Source: an optimization exercise on an open RTL-to-GDS flow (aim: small area). Production flows keep margins and buffers that such runs may drop. Only simulation tests tie the RTL to the original design; equivalence was not proved. Power is estimated from default activity; no workload was simulated.

[flow/design.v]
module jbeat_crc (
  input  wire        clk,
  input  wire        rst,
  input  wire        req_valid,
  input  wire        req_write,
  input  wire [3:0]  req_addr,
  input  wire [31:0] req_wdata,
  output reg         rsp_valid,
  output wire [31:0] rsp_rdata,
  input  wire [31:0] len_src,
  input  wire [31:0] len_tgt,
  input  wire [31:0] len_pat,
  output reg         mem_en,
  output reg         mem_we,
  output reg  [1:0]  mem_sel,
  output wire [29:0] mem_addr,
  output reg  [3:0]  mem_wstrb,
  output wire [31:0] mem_wdata,
  input  wire [31:0] mem_rdata
);
  localparam [31:0] POLY = 32'hEDB88320;
  localparam [3:0] C_MIS_SRC = 4'd1, C_SIZE = 4'd4, C_TRUNC = 4'd5,
                   C_ILLEGAL = 4'd6, C_NOTREADY = 4'd7;
  localparam [3:0] T_TCHK = 4'd1, T_CCHK = 4'd2, T_RUN = 4'd3, T_COPY = 4'd4,
                   T_LD = 4'd5, T_CHK = 4'd6, T_GATH = 4'd7, T_ALN = 4'd8,
                   T_WR1 = 4'd9, T_WR2 = 4'd10, T_RD = 4'd11, T_SZW = 4'd12;
  localparam [2:0] S_IDLE = 3'd0, S_WAIT = 3'd1, S_STEP = 3'd2,
                   S_BYTE1 = 3'd3, S_BYTE2 = 3'd4;
  function [31:0] crc4(input [31:0] c, input [3:0] d);
    integer k;
    reg [31:0] x;
    begin
      x = c;
      for (k = 0; k < 4; k = k + 1)
        x = (x[0] ^ d[k]) ? ((x >> 1) ^ POLY) : (x >> 1);
      crc4 = x;
    end
  endfunction
  reg [31:0] sz0, sz1, sz2;      
  reg [31:0] sm0, sm1, sm2;      
  reg [31:0] ex0, ex1, ex2;      
  reg [31:0] w;                  
  reg [31:0] r;                  
  reg [31:0] acc;                
  reg        acc_v;
  reg [2:0]  sum_v, exp_v, size_v;
  reg        ok, fault;
  reg [3:0]  cause;
  wire [15:0] status = {cause, fault, ok, size_v, exp_v, sum_v, acc_v};
  reg [2:0]  ph;
  reg [2:0]  st;
  reg [2:0]  sc;                 
  reg        fin;                
  reg [2:0]  cnt;                
  reg        b3;                 
  reg        mrd;                
  reg [1:0]  lo;                 
  reg        cw, cn;             
  reg        gt_q, lt_q, eq_q, ps_q;
  reg [1:0]  nlo;
  reg [2:0]  mm_q;
  assign rsp_rdata = r;
  assign mem_wdata = r;
  assign mem_addr  = w[31:2];
  reg [3:0] ty_q;
  reg [1:0] sb, md;
  wire [3:0] ty = (st == S_STEP) ? ty_q : 4'd0;
  wire [3:0] ra = {md, sb};
  reg [3:0] nty;                 
  reg [1:0] nsb;
  always @(*) begin
    nty = 4'd0;
    nsb = sb;
    case (ty_q)
      T_TCHK:
        if (sb == 2'd3)  begin nty = T_CCHK; nsb = 2'd0; end
        else if (md[0])  nty = T_GATH;
        else             nty = T_LD;
      T_LD:   if (md[1]) begin nty = T_CCHK; nsb = 2'd0; end
      T_CCHK: nty = T_RUN;
      T_RUN:  nty = T_COPY;
      T_COPY:
        if (md == 2'b10) begin                  
          if (sb == 2'd2) nty = T_CHK;
          else begin nty = T_CCHK; nsb = sb + 2'd1; end
        end else if (md == 2'b11) begin         
          case (sb)
            2'd0:    begin nty = T_CCHK; nsb = 2'd1; end
            2'd1:    begin nty = T_TCHK; nsb = 2'd0; end
            default: begin nty = T_TCHK; nsb = 2'd2; end
          endcase
        end
      T_GATH: nty = T_ALN;
      T_ALN:  nty = T_WR1;
      T_WR1:  nty = T_WR2;
      T_WR2:
        if (md == 2'b11) begin                  
          case (sb)
            2'd0:    begin nty = T_TCHK; nsb = 2'd1; end
            2'd1:    begin nty = T_CCHK; nsb = 2'd2; end
            default: ;
          endcase
        end
      default: ;
    endcase
  end
  wire is_tchk = (ty == T_TCHK);
  wire is_cchk = (ty == T_CCHK);
  wire is_run  = (ty == T_RUN);
  wire is_copy = (ty == T_COPY);
  wire is_ld   = (ty == T_LD);
  wire is_chk  = (ty == T_CHK);
  wire is_gath = (ty == T_GATH);
  wire is_aln  = (ty == T_ALN);
  wire is_wr1  = (ty == T_WR1);
  wire is_wr2  = (ty == T_WR2);
  wire is_rd   = (ty == T_RD);
  wire is_szw  = (ty == T_SZW);
  wire ph0 = (ph == 3'd0);
  wire ph7 = (ph == 3'd7);
  wire [1:0] nb = is_tchk ? 2'd2 : sb;        
  reg [3:0] sz_nib;
  reg [31:0] lenb;
  always @(*) begin
    case (nb)
      2'd0: begin sz_nib = sz0[3:0]; lenb = len_src; end
      2'd1: begin sz_nib = sz1[3:0]; lenb = len_tgt; end
      default: begin sz_nib = sz2[3:0]; lenb = len_pat; end
    endcase
  end
  wire [3:0] len_nib = lenb[4*ph +: 4];
  wire       kn4   = (nb == 2'd2) && (is_cchk || is_run);
  wire [3:0] kn    = kn4 ? (ph0 ? 4'hB : 4'hF) : 4'h0;
  wire       cn_i  = ph0 ? kn4 : cn;
  wire [4:0] nsum  = {1'b0, sz_nib} + {1'b0, kn} + {4'd0, cn_i};
  wire [3:0] n_nib = nsum[3:0];
  wire       w_inc = is_run || is_ld || is_wr1;
  wire [3:0] wa    = is_tchk ? sz2[3:0] : w[3:0];
  wire [3:0] wk    = is_tchk ? (ph0 ? {sb, 2'b11} : 4'hF)
                             : ((w_inc && ph0) ? 4'h4 : 4'h0);
  wire       cw_i  = ph0 ? is_tchk : cw;
  wire [4:0] wsum  = {1'b0, wa} + {1'b0, wk} + {4'd0, cw_i};
  wire [3:0] w_in  = is_cchk ? 4'h0 : (is_tchk || w_inc) ? wsum[3:0] : w[3:0];
  wire gt_i   = ph0 ? 1'b0 : gt_q;
  wire gt_now = (n_nib > len_nib) || ((n_nib == len_nib) && gt_i);
  wire [3:0] ca = ph0 ? {w_in[3:2], 2'b00} : w_in;
  wire [3:0] cbn = ph0 ? {n_nib[3:2], 2'b00} : n_nib;
  wire lt_i   = ph0 ? 1'b0 : lt_q;
  wire eq_i   = ph0 ? 1'b1 : eq_q;
  wire lt_now = (ca < cbn) || ((ca == cbn) && lt_i);
  wire eq_now = eq_i && (ca == cbn);
  wire ps_now = ph0 ? (sz2[3:0] < 4'd12) : (ps_q && (sz2[3:0] == 4'd0));
  wire [2:0] mm_i   = ph0 ? 3'd0 : mm_q;
  wire [2:0] mm_now = mm_i | {(sm2[3:0] != ex2[3:0]),
                              (sm1[3:0] != ex1[3:0]),
                              (sm0[3:0] != ex0[3:0])};
  wire [3:0] gsel = is_gath ? 4'd6 + {2'd0, sb} : ra;
  reg  [3:0] gsrc;
  always @(*) begin
    case (gsel)
      4'd1:  gsrc = ph[2] ? 4'd0 : status[4*ph[1:0] +: 4];
      4'd2:  gsrc = sz0[3:0];
      4'd3:  gsrc = sz1[3:0];
      4'd4:  gsrc = sz2[3:0];
      4'd5:  gsrc = acc[3:0];
      4'd6:  gsrc = sm0[3:0];
      4'd7:  gsrc = sm1[3:0];
      4'd8:  gsrc = sm2[3:0];
      4'd9:  gsrc = ex0[3:0];
      4'd10: gsrc = ex1[3:0];
      4'd11: gsrc = ex2[3:0];
      default: gsrc = 4'd0;
    endcase
  end
  wire run_full = lt_q;
  wire run_part = eq_q && (nlo != 2'd0);
  wire [2:0] ld_m = (lo == 2'd0) ? 3'd3 : 3'd4;
  reg crc_run_en;
  always @(*) begin
    case (ph)
      3'd2, 3'd3: crc_run_en = (cnt > 3'd0);
      3'd4, 3'd5: crc_run_en = (cnt > 3'd1);
      3'd6, 3'd7: crc_run_en = (cnt > 3'd2);
      default:    crc_run_en = b3;
    endcase
  end
  wire [2:0] ld_m3 = (ph >= 3'd2) ? sc : sc - 3'd1;
  wire       ld_cy = ({1'b0, ph} >= (4'd8 - {1'b0, lo, 1'b0}));
  wire [2:0] ld_k  = ld_m3 - {2'd0, ld_cy};
  wire       ld_w  = is_ld && (ld_k <= 3'd2);
  wire [1:0] tsel  = is_ld ? lo + 2'd1 : 2'd0;
  wire [3:0] rtap  = r[8*tsel +: 4];
  wire [15:0] cw16  = req_wdata[15:0];
  wire [3:0]  c_op  = cw16[15:12];
  wire [1:0]  c_z   = cw16[11:10];
  wire [1:0]  c_b   = cw16[9:8];
  wire [7:0]  c_imm = cw16[7:0];
  reg c_legal;
  always @(*) begin
    case (c_op)
      4'h2:                         c_legal = (c_z == 2'd0) && (c_b == 2'd0);
      4'h3, 4'h4, 4'h8:             c_legal = (c_z == 2'd0) && (c_b != 2'd3) && (c_imm == 8'd0);
      4'h1, 4'h5, 4'h6, 4'h7, 4'h9, 4'hF:
                                    c_legal = (cw16[11:0] == 12'd0);
      default:                      c_legal = 1'b0;
    endcase
  end
  reg c_nr;                          
  always @(*) begin
    case (c_op)
      4'h2, 4'h3: c_nr = !acc_v;
      4'h4:       c_nr = !size_v[c_b];
      4'h5:       c_nr = !size_v[2];
      4'h6:       c_nr = !((&sum_v) && (&exp_v));
      4'h7, 4'h9: c_nr = !(&size_v);
      4'h8:       c_nr = !size_v[2] || !sum_v[c_b];
      default:    c_nr = 1'b0;
    endcase
  end
  wire acc_req  = (st == S_IDLE) && req_valid;
  wire faulted_w = fault && !(req_addr == 4'd0 && cw16 == 16'hF000);
  wire run_rd = is_run && ph0 && (run_full || run_part);
  wire ld_rd  = is_ld && ph0 && (sc < ld_m);
  wire wr1    = is_wr1 && ph0;
  wire wr2    = is_wr2 && ph0 && (lo != 2'd0);
  always @(*) begin
    mem_en    = run_rd || ld_rd || wr1 || wr2;
    mem_we    = wr1 || wr2;
    mem_sel   = is_run ? sb : 2'd2;
    mem_wstrb = wr1 ? (4'hF << lo) : wr2 ? ~(4'hF << lo) : 4'd0;
  end
  wire tchk_fail = ps_now || gt_now;
  wire cchk_fail = (sb == 2'd2 && !nsum[4]) || gt_now;
  wire chk_fail  = |mm_now;
  wire step_end  = (st == S_STEP) && ph7 &&
                   (is_run ? fin : is_ld ? (sc == ld_m) : 1'b1);
  wire step_fail = (is_tchk && tchk_fail) || (is_cchk && cchk_fail) ||
                   (is_chk && chk_fail);
  wire acc_set  = (acc_req && req_write && !faulted_w && req_addr == 4'd0 &&
                   c_legal && c_op == 4'h1) ||
                  (step_end && is_cchk && !cchk_fail);
  wire acc_step = (st == S_BYTE1) || (st == S_BYTE2) || crc_run_en;
  wire acc_rot  = is_copy || (is_rd && ra == 4'd5);
  wire r_ldw   = acc_req && req_write;
  wire r_hold  = (st == S_IDLE) || (st == S_WAIT) ||
                 (is_aln && (ph < {lo, 1'b0})) ||
                 is_tchk || is_cchk || is_copy || is_chk;
  wire r_gath  = is_gath || is_rd;
  always @(posedge clk) begin
    sz0 <= {(is_szw && sb == 2'd0) ? r[3:0] : sz0[3:0], sz0[31:4]};
    sz1 <= {(is_szw && sb == 2'd1) ? r[3:0] : sz1[3:0], sz1[31:4]};
    sz2 <= {(is_szw && sb == 2'd2) ? r[3:0] : sz2[3:0], sz2[31:4]};
    sm0 <= {(is_copy && sb == 2'd0) ? ~acc[3:0] : sm0[3:0], sm0[31:4]};
    sm1 <= {(is_copy && sb == 2'd1) ? ~acc[3:0] : sm1[3:0], sm1[31:4]};
    sm2 <= {(is_copy && sb == 2'd2) ? ~acc[3:0] : sm2[3:0], sm2[31:4]};
    ex0 <= {(ld_w && ld_k == 3'd0) ? rtap : ex0[3:0], ex0[31:4]};
    ex1 <= {(ld_w && ld_k == 3'd1) ? rtap : ex1[3:0], ex1[31:4]};
    ex2 <= {(ld_w && ld_k == 3'd2) ? rtap : ex2[3:0], ex2[31:4]};
    w   <= {w_in, w[31:4]};
    cw   <= wsum[4];
    cn   <= nsum[4];
    gt_q <= gt_now;
    lt_q <= lt_now;
    eq_q <= eq_now;
    ps_q <= ps_now;
    mm_q <= mm_now;
    if (ph0) nlo <= n_nib[1:0];
    if (is_tchk && ph0) lo <= sz2[1:0];
    if (r_ldw)       r <= req_wdata;
    else if (mrd)    r <= mem_rdata;
    else if (!r_hold) r <= {r_gath ? gsrc : r[3:0], r[31:4]};
    if (acc_set)       acc <= 32'hFFFFFFFF;
    else if (acc_step) acc <= crc4(acc, r[3:0]);
    else if (acc_rot)  acc <= {acc[3:0], acc[31:4]};
  end
  always @(posedge clk) begin
    rsp_valid <= 1'b0;
    if (rst) begin
      ph     <= 3'd0;
      st     <= S_IDLE;
      acc_v  <= 1'b0;
      sum_v  <= 3'd0;
      exp_v  <= 3'd0;
      size_v <= 3'd0;
      ok     <= 1'b0;
      fault  <= 1'b0;
      cause  <= 4'd0;
      cnt    <= 3'd0;
      b3     <= 1'b0;
      mrd    <= 1'b0;
    end else begin
      ph  <= ph + 3'd1;
      mrd <= mem_en && !mem_we;
      if (ph7) b3 <= (cnt == 3'd4);
      case (st)
        S_IDLE: if (req_valid) begin
          sc <= 3'd0;
          if (!req_write) begin
            ty_q <= T_RD; {md, sb} <= req_addr; st <= S_WAIT;
          end else if (faulted_w) begin
            rsp_valid <= 1'b1;
          end else if (req_addr >= 4'd2 && req_addr <= 4'd4) begin
            ty_q <= T_SZW; sb <= req_addr[1:0] - 2'd2; st <= S_WAIT;
          end else if (req_addr != 4'd0) begin
            rsp_valid <= 1'b1;
          end else if (!c_legal) begin
            fault <= 1'b1; cause <= C_ILLEGAL; ok <= 1'b0;
            rsp_valid <= 1'b1;
          end else if (c_nr) begin
            fault <= 1'b1; cause <= C_NOTREADY; ok <= 1'b0;
            rsp_valid <= 1'b1;
          end else begin
            sb <= c_b;
            md <= 2'b00;
            case (c_op)
              4'h1: begin acc_v <= 1'b1; rsp_valid <= 1'b1; end
              4'h2: st <= S_BYTE1;
              4'h3: begin ty_q <= T_COPY; st <= S_WAIT; end
              4'h4: begin ty_q <= T_CCHK; st <= S_WAIT; end
              4'h5: begin ty_q <= T_TCHK; sb <= 2'd0; st <= S_WAIT; end
              4'h6: begin ty_q <= T_CHK;  st <= S_WAIT; end
              4'h7: begin ty_q <= T_TCHK; sb <= 2'd0; md <= 2'b10; st <= S_WAIT; end
              4'h8: begin ty_q <= T_TCHK; md <= 2'b01; st <= S_WAIT; end
              4'h9: begin ty_q <= T_TCHK; sb <= 2'd3; md <= 2'b11; st <= S_WAIT; end
              default: begin                    
                acc_v <= 1'b0; sum_v <= 3'd0; exp_v <= 3'd0; size_v <= 3'd0;
                ok <= 1'b0; fault <= 1'b0; cause <= 4'd0;
                rsp_valid <= 1'b1;
              end
            endcase
          end
        end
        S_BYTE1: st <= S_BYTE2;
        S_BYTE2: begin st <= S_IDLE; rsp_valid <= 1'b1; end
        S_WAIT: if (ph7) st <= S_STEP;
        S_STEP: begin
          if (is_run && ph0) begin
            fin <= !(run_full || run_part);
            cnt <= run_full ? 3'd4 : run_part ? {1'b0, nlo} : 3'd0;
          end
          if (ph7) sc <= sc + 3'd1;
          if (step_end) begin
            sc <= 3'd0;
            if (step_fail) begin
              fault <= 1'b1; ok <= 1'b0;
              cause <= is_chk ? (mm_now[0] ? C_MIS_SRC :
                                 mm_now[1] ? C_MIS_SRC + 4'd1 : C_MIS_SRC + 4'd2) :
                       (is_cchk && sb != 2'd2) ? C_SIZE : C_TRUNC;
              rsp_valid <= 1'b1;
              st <= S_IDLE;
            end else begin
              if (is_copy) begin
                sum_v[sb] <= 1'b1; acc_v <= 1'b1; ok <= 1'b0;
              end
              if (is_ld) begin
                exp_v <= 3'b111; ok <= 1'b0;
              end
              if (is_chk) ok <= 1'b1;
              if (is_wr2) begin
                exp_v <= 3'd0; ok <= 1'b0;
                if (sb != 2'd2) sum_v[2] <= 1'b0;
              end
              if (is_szw) begin
                size_v[sb] <= 1'b1; sum_v[sb] <= 1'b0; ok <= 1'b0;
                if (sb == 2'd2) exp_v <= 3'd0;
              end
              ty_q <= nty;
              sb   <= nsb;
              if (nty == 4'd0) begin
                rsp_valid <= 1'b1;
                st <= S_IDLE;
              end
            end
          end
        end
        default: st <= S_IDLE;
      endcase
    end
  end
endmodule
[flow/run.sh]
#!/bin/bash
# synth_recipe.tcl (not shown) runs the flow's synth.tcl, then flattens the netlist and writes it again
# the make line also repeats each setting of config.mk as NAME=value (left out here)
make -C /OpenROAD-flow-scripts/flow DESIGN_CONFIG=/design/flow/config.mk WORK_HOME=/design/flow/orfs CLKGATE_MAP_FILE= SYNTH_SCRIPT=/design/flow/synth_recipe.tcl finish
[flow/config.mk]
export PLATFORM = sky130hd
export DESIGN_NAME = jbeat_crc
export DESIGN_NICKNAME = jbeat_crc
export VERILOG_FILES = /design/flow/design.v
export SDC_FILE = /design/flow/constraint.sdc
export NUM_CORES = 4
export LEC_CHECK = 0
export ABC_AREA = 1
export CAP_MARGIN = 20
export CORE_MARGIN = 2
export CORE_UTILIZATION = 40
export CTS_CLUSTER_DIAMETER = 80
export CTS_CLUSTER_SIZE = 30
export PLACE_DENSITY = 0.6
export SLEW_MARGIN = 20
[flow/constraint.sdc]
create_clock -name core_clock -period 7.0 [get_ports {clk}]
set_input_delay 1.4000 -clock core_clock [delete_from_list [all_inputs] [get_ports {clk}]]
set_output_delay 1.4000 -clock core_clock [all_outputs]
set_load 0.01 [all_outputs]
==> notes.md <==
==> worst max-delay path by stage <==
stage,to,cells after the start,slack (ps)
after floorplan,ty_q[0]$_DFFE_PP_,26,2530
after global placement,ty_q[1]$_DFFE_PP_,24,1500
after detailed placement,ty_q[0]$_DFFE_PP_,24,1340
after CTS,ty_q[0]$_DFFE_PP_,25,1290
after global routing,ty_q[2]$_DFFE_PP_,25,700
final,ty_q[0]$_DFFE_PP_,25,1240
==> power by group through the flow <==
stage / registers [mW] / clock network (mW) / logic, mW
floorplan: 3.14 / 0 / 1.41
global placement: 3.23 / 0 / 2.08
detailed placement: 3.23 / 0 / 2.10
CTS: 3.18 / 1.70 / 2.11
global route: 3.22 / 1.78 / 2.33
finish: 3.17 / 1.66 / 2.12
==> metal layers <==
layer / GRT usage / share of wire / vias up
met4: 0.0539 / 0.022 / 0
met2: 0.364 / 0.45 / 487
met1: 0.309 / 0.47 / 6604
li1: - / - / 6907
met5: 0 / 0 / -
met3: 0.0335 / 0.065 / 60
==> through the flow <==
stage	cells	cell area, um^2	setup WS (ps)	hold slack (ps)	util
2_1_floorplan	2020	17200	2530	310	-
3_3_place_gp	2720	19900	1500	310	0.472
3_5_place_dp	2720	19900	1340	312	0.472
4_1_cts	2758	20700	1290	316	0.492
5_1_grt	2758	20700	705	321	0.492
6_report	2758	20700	1240	311	0.492
==> cell usage after synthesis (all sizes together) <==
master,count
nand2,474
dfxtp,388
nor2,244
inv,186
o21ai,135
buf,93
nand3,93
a21oi,71
edfxtp,48
ha,38
a31oi,28
clkbuf,27
xor2,26
o221ai,25
nand4,23
nor3,19
o22ai,19
o211ai,18
xnor2,11
o2111ai,7
or2,7
a211oi,5
nor4,5
o31ai,5
clkinv,4
nand3b,3
o21bai,3
a22oi,2
and3,2
fa,2
a21boi,1
a221oi,1
a31o,1
a32o,1
a41oi,1
and2,1
mux2i,1
o21a,1
o32ai,1
==> flip-flops by register name, indices dropped and copies added, names as in the netlist, 4 cells and up <==
name,count
w,32
sm2,32
sz1,32
sz0,32
sz2,32
ex2,32
sm0,32
acc,32
ty_q,4
r,32
ex0,32
sm1,32
ex1,32
==> layout by cell type, fill, tap and decap left out, drive strengths merged, types with 18 or more instances in the layout <==
cell type      netlist  final
nand2              474    474
clkdlybuf4s50        0    270
nor3                19     19
a21oi               71     71
o221ai              25     25
nand3               93     93
ha                  38     38
nor2               244    244
o21ai              135    135
clkbuf              27     26
o22ai               19     19
xor2                26     26
a31oi               28     28
inv                186    192
edfxtp              48     48
o211ai              18     18
dfxtp              388    388
nand4               23     23
==> kinds of logic after synthesis <==
kind of cell    count (synthesis)  synth area share
simple gates                  871             0.215
mux                             1          0.000583
xor+xnor                       37            0.0189
compound gates                325             0.114
flops                         436             0.537
buf+inv                       310            0.0847
fa+ha+maj                      40            0.0300
==> critical path: stages (launching register included) <==
cell and delay [ps]:
dfxtp_1 320, buf_4 290, clkinv_1 550, ha_1 440
nand2_1 70, buf_4 200, inv_1 230, nand2_1 120
o21ai_0 120, fa_1 440, fa_1 420, xnor2_1 230
ha_1 260, nand2_1 80, nor2_1 50, o21ai_0 70
nand2_1 60, nand2_1 120, nand2_1 160, nand2_1 90
nand2_1 60, inv_1 140, nand2_4 100, inv_2 90
nand3_1 130, nor3_1 550
==> area by class of cell <==
class                   count  area [um^2]  share of cell area
flip-flops and latches    436         9210               0.444
multi-input cells        1274         6490               0.313
well taps                 539          674              0.0325
clock buffers              26          629              0.0303
inverters                 190          713              0.0344
repair buffers            281         2790               0.134
clock inverters            12          245              0.0118
==> results.yml <==
synthesis:
  synth_area_leaders: "dfxtp_1, nand2_1, edfxtp_1, nor2_1, inv_1"
  ys_warn_count: 1
  synth-seq-cells: 436
  syn_area_mm2: 0.0172
  yosys.area.top_type_share: 0.453
  syn_inst: 2020
  yosysSeqAreaShare: 0.537
  yosysTopAreaCell: "dfxtp_1"
  postSynthAreaPerCell_um2: 8.49
  synth_nets: 2228
  synth_cell_types: 51
worst_hold_path:
  hp-class: "flop to flop"
  holdPathStages: 0
  holdPathEnd: "ex0[20]$_DFF_P_"
  worstHoldStart: "ex0[24]$_DFF_P_"
floorplanning:
  rows: 75
  die_x_um: 211
  die_h_um: 211
  core_mm2: 0.0421
  dieArea_mm2: 0.0446
  num_io_pins: 271
  initial_core_util: 0.407
power:
  pwr-share-clk: 0.238
  power_mw: 6.94
  p_switching_mw: 2.44
  p_seq_frac: 0.457
  p_int_mw: 4.51
  comb_power_share: 0.305
  power_density_mw_per_mm2: 335
  leakage_nw: 8.67
  vdd_drop_max_mv: 0.167
  swShare: 0.351
routing:
  ant_nets: 0
  drc: 0
  vias: 14100
  viasPerCell: 5.10
  drtIter0Drc: 1081
  avgRoutedWirePerCell_um: 18.4
  drt_wl_total_mm: 50.6
  drt_pass1_iterations: 7
sta:
  setup_viol: 0
  slew_headroom: 0.361
  final.setup_skew_ps: 33.0
  tns_ps: 0
  finalHoldViolCount: 0
  finalCritPeriodShare: 0.823
  min_period_ps: 5760
  max_freq_ghz: 0.174
  worstMarginPinSlew_ps: 958
  rsz0062_at_grt: "false"
  slew_viol_final: 0
global_route:
  grt_overflow: 0
  antenna_found_initial: 0
  grt_pass1_wl_mm: 76.9
  grt_max_degree: 63
  grt_pass1_vias: 13500
  track_usage: 0.222
worst_setup_path:
  arrival_ps: 5950
  cp-start-kind: "flop"
  regToRegStartpoint: "ph[0]$_SDFF_PP0_"
  cp-startpoint: "ph[0]$_SDFF_PP0_"
  cp_max_fo: 25
  endpoint_kind: "flop"
  worstRegToRegCells: 25
  r2r_end: "ty_q[0]$_DFFE_PP_"
  worstPathRequired_ps: 7190
  r2r_slack_ps: 1240
  crit_type: "flop to flop"
clock_tree:
  cts_buffers: 24
  cts_setup_buffers: 0
  cts_resized: 0
  clk_latency_ps: 580
  htreeDepth: 1
  cts_root_buffer: "clkbuf_16"
  cts.sinks: 436
  clockBufferDepth: 3
  path_clk_slew_ps: 110
  holdBufCountCts: 0
  cts_tree: "yes"
finish:
  final_nets: 2415
  area_growth_pct: 20.9
  drive_gt1_frac: 0.0509
  fillers: 4025
  num_antenna_cells: 0
placed_design:
  dp_hpwl_mm: 38.9
  portBuffers: 270
  place_congestion: 0.892
status:
  outcome: "finished clean"
flow_run:
  cap_violations: 0

what the ideal ports hide:
The results above use ideal ports. As a check the final layout listed here was re-extracted and re-timed, cells and wires unchanged. Step 1 sets driving cells, clkbuf_16 on the clock port and buf_2 on the other inputs (assumed; they add their load-dependent delay and slew). Step 2 moves the port delays by t, midway between the first and last clock arrival at a register: inputs arrive t later, outputs are due t later. That takes back most of the time a late clock gives input paths. Three values: ideal, step 1, step 2; two values: the first two.
shift t [ns]: 0.619
setup WS [ns]: 1.238 / 1.238 / 1.238
worst hold slack (ns): 0.311 / 0.311 / 0.311
worst register clock-pin slew, ns: 0.11 / 0.11
worst slew at a driven data input, ns: 0.07
After both steps setup and hold are still met in this run. For this run, drivers alone change the setup slack by 0.000 ns; drivers and shift together by 0.000 ns.
